This is an optimization exercise on Yosys and OpenROAD, whose aim is a short achievable clock period and few clock cycles, not a production implementation. Where RTL was checked, it was by simulation tests only, not by an equivalence proof against the original. Power figures rest on the tool's default switching activity, not on a simulated workload.

Design tsb_report_engine, start of the top module:
module tsb_report_engine (
    input  wire       clk,
    input  wire       rst_n,        
    input  wire       fin_valid,
    output wire       fin_ready,
    input  wire [7:0] fin_data,
    input  wire       fin_req,      
    input  wire       fin_err,      
    output wire       out_valid,
    input  wire       out_ready,
    output wire [7:0] out_data,
    output wire       out_last
);
Settings: LEC_CHECK=0, ABC_CLOCK_PERIOD_IN_PS=2000, CAP_MARGIN=20, CORE_MARGIN=2, CORE_UTILIZATION=65, PLACE_DENSITY=0.75, SETUP_SLACK_MARGIN=5, SLEW_MARGIN=20, TNS_END_PERCENT=100; clock period 7.5 ns.
run.sh (not shown) runs the stock make flow with config.mk's settings and CLKGATE_MAP_FILE= SYNTH_SCRIPT=/design/flow/synth_recipe.tcl, a recipe that flattens the netlist after the stock synthesis.
Testbench counts at the start, summed over its fixed seeds: cycles 141,162.
Next try:
--- a/flow/design.v
+++ b/flow/design.v
@@ -114,32 +114,24 @@
                 end
                 if (in_v && in_k[0]) begin
                     tok_tab[e] <= in_tab;
                     if (id_sel == 5'd0)
                         tok_drop[3*e +: 3] <= tok_drop[3*e +: 3] + 3'd1;
                 end
             end
         end
     end
-    reg [NB-1:0]      tab_we;
-    wire [NB-1:0]     wb_nx = commit_b ? {wb[NB-2:0], wb[NB-1]} : wb;
-    always @(posedge clk) begin
-        if (!rst_n)
-            tab_we <= {NB{1'b0}};
-        else
-            tab_we <= {NB{acc && !x_st && x_tab}} & wb_nx;
-    end
     reg [5*NB-1:0]    tab_tip;
     reg [80*NB-1:0]   tab_x;        
     reg [80*NB-1:0]   tab_y;
     always @(posedge clk) begin
         for (e = 0; e < NB; e = e + 1) begin
-            if (tab_we[e]) begin
+            if (wb[e] && in_v && in_tab) begin
                 if (in_k[0]) begin
                     if (in_first)
                         tab_tip[5*e +: 5] <= id_sel;
                     else
                         tab_tip[5*e +: 5] <= tab_tip[5*e +: 5] | id_sel;
                 end
                 for (s = 0; s < 5; s = s + 1) begin
                     if (cur_sel[s]) begin
                         if (in_k[1]) tab_x[80*e + 16*s +: 8]     <= in_d;
@@ -287,19 +279,19 @@
             rt    <= {{NT-1{1'b0}}, 1'b1};
             wb    <= {{NB-1{1'b0}}, 1'b1};
             rb    <= {{NB-1{1'b0}}, 1'b1};
             cnt_t <= {NT{1'b0}};
             cnt_b <= {NB{1'b0}};
             rdy_q <= 1'b1;
         end else begin
             if (commit)   wt <= {wt[NT-2:0], wt[NT-1]};
             if (load)     rt <= {rt[NT-2:0], rt[NT-1]};
-            wb <= wb_nx;
+            if (commit_b) wb <= {wb[NB-2:0], wb[NB-1]};
             if (load_b)   rb <= {rb[NB-2:0], rb[NB-1]};
             cnt_t <= cnt_t_nx;
             cnt_b <= cnt_b_nx;
             rdy_q <= rdy_nx;
         end
     end
     assign fin_ready = rdy_q;
     assign out_valid = ov;
     assign out_data  = od;
=> Cell count stays flat. Synthesized area goes down by about 0.8%. Final area goes down by about 1.1%. Via count goes down by about 2%. Synthesized cell count is about the same. Routed wire length goes down by 3.0%. Hold slack gets worse by 0.012 ns. Sequential share of layout area goes up by 0.58 points. Total power goes up by about 0.32%. Die area goes down by about 0.8%. Setup slack gets better by 0.0084 ns. Critical path depth goes down by 5. Fmax goes up by 0.33%. Sequential power is about the same.
Testbench counts after the change, summed over its fixed seeds: cycles 141,162.

Setup of zinc:
The RTL this note starts from:
==> flow/design.v <==
module tsb_report_engine (
    input  wire       clk,
    input  wire       rst_n,        
    input  wire       fin_valid,
    output wire       fin_ready,
    input  wire [7:0] fin_data,
    input  wire       fin_req,      
    input  wire       fin_err,      
    output wire       out_valid,
    input  wire       out_ready,
    output wire [7:0] out_data,
    output wire       out_last
);
    localparam        NE  = 4;      
    localparam        PW  = 2;      
    localparam        CW  = 3;      
    localparam        PKT = 35;     
    localparam [15:0] SCAN_STEP = 16'd125;
    localparam [1:0] OUT_FRAME_OK  = 2'd0;
    localparam [1:0] OUT_NOT_READY = 2'd1;
    localparam [1:0] OUT_CORRUPT   = 2'd2;
    localparam [1:0] OUT_BUSFAIL   = 2'd3;
    integer e, s, b;
    reg        rdy_q;               
    reg        in_v;                
    reg  [7:0] in_d;
    reg        in_req, in_err;
    always @(posedge clk) begin
        in_d   <= fin_data;
        in_req <= fin_req;
        in_err <= fin_err;
        if (!rst_n)
            in_v <= 1'b0;
        else
            in_v <= fin_valid && rdy_q;
    end
    reg          in_frame;          
    reg  [2:0]   bpos;              
    reg  [2:0]   rem;               
    reg  [4:0]   cur_sel;           
    reg  [PW-1:0] wp, rp;
    reg  [CW-1:0] cnt;              
    wire       hdr_ok   = !in_err && in_d[7] && (in_d[3:0] <= 4'd5);
    wire [1:0] hdr_outc = in_err ? OUT_BUSFAIL :
                          !in_d[7] ? OUT_NOT_READY :
                          (in_d[3:0] > 4'd5) ? OUT_CORRUPT : OUT_FRAME_OK;
    wire       hdr_body = hdr_ok && (in_d[2:0] != 3'd0);
    wire st_byte  = in_v && !in_frame;
    wire rec_byte = in_v && in_frame;
    wire commit   = (st_byte && !hdr_body) ||
                    (rec_byte && (bpos == 3'd7) && (rem == 3'd1));
    always @(posedge clk) begin
        if (!rst_n) begin
            in_frame <= 1'b0;
            bpos     <= 3'd0;
        end else if (st_byte) begin
            in_frame <= hdr_body;
            bpos     <= 3'd0;
            rem      <= in_d[2:0];
        end else if (rec_byte) begin
            bpos <= bpos + 3'd1;
            if (bpos == 3'd0)
                cur_sel <= (in_d[3:0] == 4'd0) ? 5'b00001 :
                           (in_d[3:0] == 4'd1) ? 5'b00010 :
                           (in_d[3:0] == 4'd2) ? 5'b00100 :
                           (in_d[3:0] == 4'd3) ? 5'b01000 :
                           (in_d[3:0] == 4'd4) ? 5'b10000 : 5'b00000;
            if (bpos == 3'd7) begin
                rem <= rem - 3'd1;
                if (rem == 3'd1)
                    in_frame <= 1'b0;
            end
        end
    end
    reg [2*NE-1:0]    ent_outc;
    reg [NE-1:0]      ent_rep;
    reg [3*NE-1:0]    ent_drop;
    reg [3*NE-1:0]    ent_tn;
    reg [5*NE-1:0]    ent_tip;
    reg [80*NE-1:0]   ent_x;        
    reg [80*NE-1:0]   ent_y;
    wire in_id_bad = (in_d[3:0] >= 4'd5);
    always @(posedge clk) begin
        for (e = 0; e < NE; e = e + 1) begin
            if (wp == e) begin
                if (st_byte) begin
                    ent_outc[2*e +: 2] <= hdr_outc;
                    ent_rep[e]         <= in_req && (hdr_outc != OUT_CORRUPT);
                    ent_tn[3*e +: 3]   <= hdr_ok ? in_d[2:0] : 3'd0;
                    ent_drop[3*e +: 3] <= 3'd0;
                    ent_tip[5*e +: 5]  <= 5'd0;
                end
                if (rec_byte && bpos == 3'd0) begin
                    if (in_id_bad)
                        ent_drop[3*e +: 3] <= ent_drop[3*e +: 3] + 3'd1;
                    for (s = 0; s < 5; s = s + 1)
                        if (in_d[3:0] == s)
                            ent_tip[5*e + s] <= 1'b1;
                end
                for (s = 0; s < 5; s = s + 1) begin
                    if (rec_byte && cur_sel[s]) begin
                        if (bpos == 3'd1) ent_x[80*e + 16*s +: 8]     <= in_d;
                        if (bpos == 3'd2) ent_x[80*e + 16*s + 8 +: 8] <= in_d;
                        if (bpos == 3'd3) ent_y[80*e + 16*s +: 8]     <= in_d;
                        if (bpos == 3'd4) ent_y[80*e + 16*s + 8 +: 8] <= in_d;
                    end
                end
            end
        end
    end
    reg  [8*PKT-1:0] sb;            
    reg  [PKT-1:0]   sl;            
    reg              sv;            
    reg  [15:0]      scan_nx;       
    reg              ov, kv;        
    reg  [7:0]       od, kd;
    reg              ol, kl;
    wire s_adv = sv && !kv;         
    wire load  = (!sv || (s_adv && sl[0])) && (cnt != {CW{1'b0}});
    reg  [1:0]  h_outc;
    reg         h_rep;
    reg  [2:0]  h_drop, h_tn;
    reg  [4:0]  h_tip;
    reg  [79:0] h_x, h_y;
    always @(*) begin
        h_outc = 2'd0; h_rep = 1'b0; h_drop = 3'd0; h_tn = 3'd0;
        h_tip = 5'd0; h_x = 80'd0; h_y = 80'd0;
        for (e = 0; e < NE; e = e + 1) begin
            if (rp == e) begin
                h_outc = ent_outc[2*e +: 2];
                h_rep  = ent_rep[e];
                h_drop = ent_drop[3*e +: 3];
                h_tn   = ent_tn[3*e +: 3];
                h_tip  = ent_tip[5*e +: 5];
                h_x    = ent_x[80*e +: 80];
                h_y    = ent_y[80*e +: 80];
            end
        end
    end
    reg [8*PKT-1:0] pkt;
    always @(*) begin
        pkt = {8*PKT{1'b0}};
        pkt[7:0]   = {2'b00, (h_rep ? h_drop : 3'd0), h_rep, h_outc};
        pkt[15:8]  = 8'd1;
        pkt[31:16] = scan_nx;
        pkt[39:32] = {5'd0, h_tn};
        for (s = 0; s < 5; s = s + 1) begin
            pkt[8*(5+6*s) +: 8]  = s;
            pkt[8*(6+6*s) +: 8]  = {7'd0, h_tip[s]};
            pkt[8*(7+6*s) +: 16] = h_tip[s] ? h_x[16*s +: 16] : 16'd0;
            pkt[8*(9+6*s) +: 16] = h_tip[s] ? h_y[16*s +: 16] : 16'd0;
        end
    end
    always @(posedge clk) begin
        if (!rst_n) begin
            sv      <= 1'b0;
            scan_nx <= SCAN_STEP;
        end else if (load) begin
            sv      <= 1'b1;
            sb      <= pkt;
            sl      <= h_rep ? {1'b1, {PKT-1{1'b0}}} : {{PKT-1{1'b0}}, 1'b1};
            scan_nx <= scan_nx + SCAN_STEP;
        end else if (s_adv) begin
            if (sl[0])
                sv <= 1'b0;
            sb <= {8'd0, sb[8*PKT-1:8]};
            sl <= {1'b0, sl[PKT-1:1]};
        end
    end
    always @(posedge clk) begin
        if (!rst_n) begin
            ov <= 1'b0;
            kv <= 1'b0;
        end else if (!ov || out_ready) begin
            if (kv) begin
                od <= kd;
                ol <= kl;
                ov <= 1'b1;
                kv <= 1'b0;
            end else begin
                od <= sb[7:0];
                ol <= sl[0];
                ov <= s_adv;
            end
        end else if (s_adv) begin
            kd <= sb[7:0];
            kl <= sl[0];
            kv <= 1'b1;
        end
    end
    wire [CW-1:0] cnt_nx = cnt + {{CW-1{1'b0}}, commit} - {{CW-1{1'b0}}, load};
    wire cnt_lo = (cnt_nx <= NE-2);
    wire cnt_hi = (cnt_nx == NE-1);
    always @(posedge clk) begin
        if (!rst_n) begin
            wp    <= {PW{1'b0}};
            rp    <= {PW{1'b0}};
            cnt   <= {CW{1'b0}};
            rdy_q <= 1'b1;
        end else begin
            if (commit) wp <= (wp == NE-1) ? {PW{1'b0}} : wp + 1'b1;
            if (load)   rp <= (rp == NE-1) ? {PW{1'b0}} : rp + 1'b1;
            cnt   <= cnt_nx;
            rdy_q <= cnt_lo || (cnt_hi && !(fin_valid && rdy_q));
        end
    end
    assign fin_ready = rdy_q;
    assign out_valid = ov;
    assign out_data  = od;
    assign out_last  = ol;
endmodule
clock: 7.5 ns
lec_check: 0
abc_clock_period_in_ps: 2000
cap_margin: 20
core_margin: 2
core_utilization: 40
setup_slack_margin: 5
slew_margin: 20
tns_end_percent: 100
Testbench counts of zinc, summed over its fixed seeds: cycles 142,395.
#### Input delta (lagoon over zinc)
--- a/flow/design.v
+++ b/flow/design.v
@@ -108,17 +108,15 @@
             end
         end
     end
     reg  [8*PKT-1:0] sb;            
     reg  [PKT-1:0]   sl;            
-    reg              sv;            
+    reg              ov;
     reg  [15:0]      scan_nx;       
-    reg              ov, kv;        
-    reg  [7:0]       od, kd;
-    reg              ol, kl;
-    wire s_adv = sv && !kv;         
-    wire load  = (!sv || (s_adv && sl[0])) && (cnt != {CW{1'b0}});
+    wire take = ov && out_ready;
+    wire need = !ov || (take && sl[0]);
+    wire load = need && (cnt != {CW{1'b0}});
     reg  [1:0]  h_outc;
     reg         h_rep;
     reg  [2:0]  h_drop, h_tn;
     reg  [4:0]  h_tip;
     reg  [79:0] h_x, h_y;
@@ -151,61 +149,38 @@
             pkt[8*(9+6*s) +: 16] = h_tip[s] ? h_y[16*s +: 16] : 16'd0;
         end
     end
     always @(posedge clk) begin
         if (!rst_n) begin
-            sv      <= 1'b0;
+            ov      <= 1'b0;
             scan_nx <= SCAN_STEP;
         end else if (load) begin
-            sv      <= 1'b1;
+            ov      <= 1'b1;
             sb      <= pkt;
             sl      <= h_rep ? {1'b1, {PKT-1{1'b0}}} : {{PKT-1{1'b0}}, 1'b1};
             scan_nx <= scan_nx + SCAN_STEP;
-        end else if (s_adv) begin
-            if (sl[0])
-                sv <= 1'b0;
+        end else if (need) begin
+            ov <= 1'b0;
+        end else if (take) begin
             sb <= {8'd0, sb[8*PKT-1:8]};
             sl <= {1'b0, sl[PKT-1:1]};
         end
     end
-    always @(posedge clk) begin
-        if (!rst_n) begin
-            ov <= 1'b0;
-            kv <= 1'b0;
-        end else if (!ov || out_ready) begin
-            if (kv) begin
-                od <= kd;
-                ol <= kl;
-                ov <= 1'b1;
-                kv <= 1'b0;
-            end else begin
-                od <= sb[7:0];
-                ol <= sl[0];
-                ov <= s_adv;
-            end
-        end else if (s_adv) begin
-            kd <= sb[7:0];
-            kl <= sl[0];
-            kv <= 1'b1;
-        end
-    end
     wire [CW-1:0] cnt_nx = cnt + {{CW-1{1'b0}}, commit} - {{CW-1{1'b0}}, load};
-    wire cnt_lo = (cnt_nx <= NE-2);
-    wire cnt_hi = (cnt_nx == NE-1);
     always @(posedge clk) begin
         if (!rst_n) begin
             wp    <= {PW{1'b0}};
             rp    <= {PW{1'b0}};
             cnt   <= {CW{1'b0}};
             rdy_q <= 1'b1;
         end else begin
             if (commit) wp <= (wp == NE-1) ? {PW{1'b0}} : wp + 1'b1;
             if (load)   rp <= (rp == NE-1) ? {PW{1'b0}} : rp + 1'b1;
             cnt   <= cnt_nx;
-            rdy_q <= cnt_lo || (cnt_hi && !(fin_valid && rdy_q));
+            rdy_q <= (cnt_nx + {{CW-1{1'b0}}, (fin_valid && rdy_q)}) < NE;
         end
     end
     assign fin_ready = rdy_q;
     assign out_valid = ov;
-    assign out_data  = od;
-    assign out_last  = ol;
+    assign out_data  = sb[7:0];
+    assign out_last  = sl[0];
 endmodule
- lagoon against zinc; sequential cell area in the final layout is down slightly.
- lagoon ends up with a amount of wire on met3 after detailed routing that is about 40% higher than in zinc.
- Ff count | lagoon vs zinc | lagoon lower
- On wire length, lagoon does worse than zinc.
- Higher power consumed by the clock network was reported by lagoon, not zinc.
- Taking zinc as the reference point, the post-CTS setup buffer count of lagoon rises by 2.4%.
- lagoon ends up with a combinational power share that is 2.5 points higher than in zinc.
For lagoon, only the layout was checked, not whether the RTL still works.

static timing again, ports no longer ideal:
In the flow no input, the clock included, has a driving cell. The finished layouts below were timed again as built, in two steps. Step 1, drivers: a clkbuf_16 drives clk and a buf_2 each remaining input, both assumed. Step 2, shift: input delay + t, output delay - t, t = (earliest + latest rising clock arrival at the registers) / 2. This alone moves slack from input paths to output paths. Slacks: ideal ports / drivers / drivers and shift; pairs: ideal ports / drivers.
run | t (ns) | setup slack, ns | hold WS [ns] | pins driven straight from the clock port
the first run of note 1 | 0.646 | 4.937 / 4.909 / 4.504 | 0.397 / 0.397 / 0.397 | 1
the second run of note 1 | 0.651 | 4.946 / 4.890 / 4.479 | 0.385 / 0.385 / 0.385 | 1
zinc | 0.744 | 4.758 / 4.680 / 4.286 | 0.470 / 0.470 / 0.470 | 1
lagoon | 0.762 | 4.637 / 4.563 / 3.971 | 0.480 / 0.480 / 0.480 | 1
After both steps every run listed still meets setup and hold. For lagoon, which loses most, drivers alone change the setup slack by -0.074 ns; drivers and shift together by -0.666 ns.
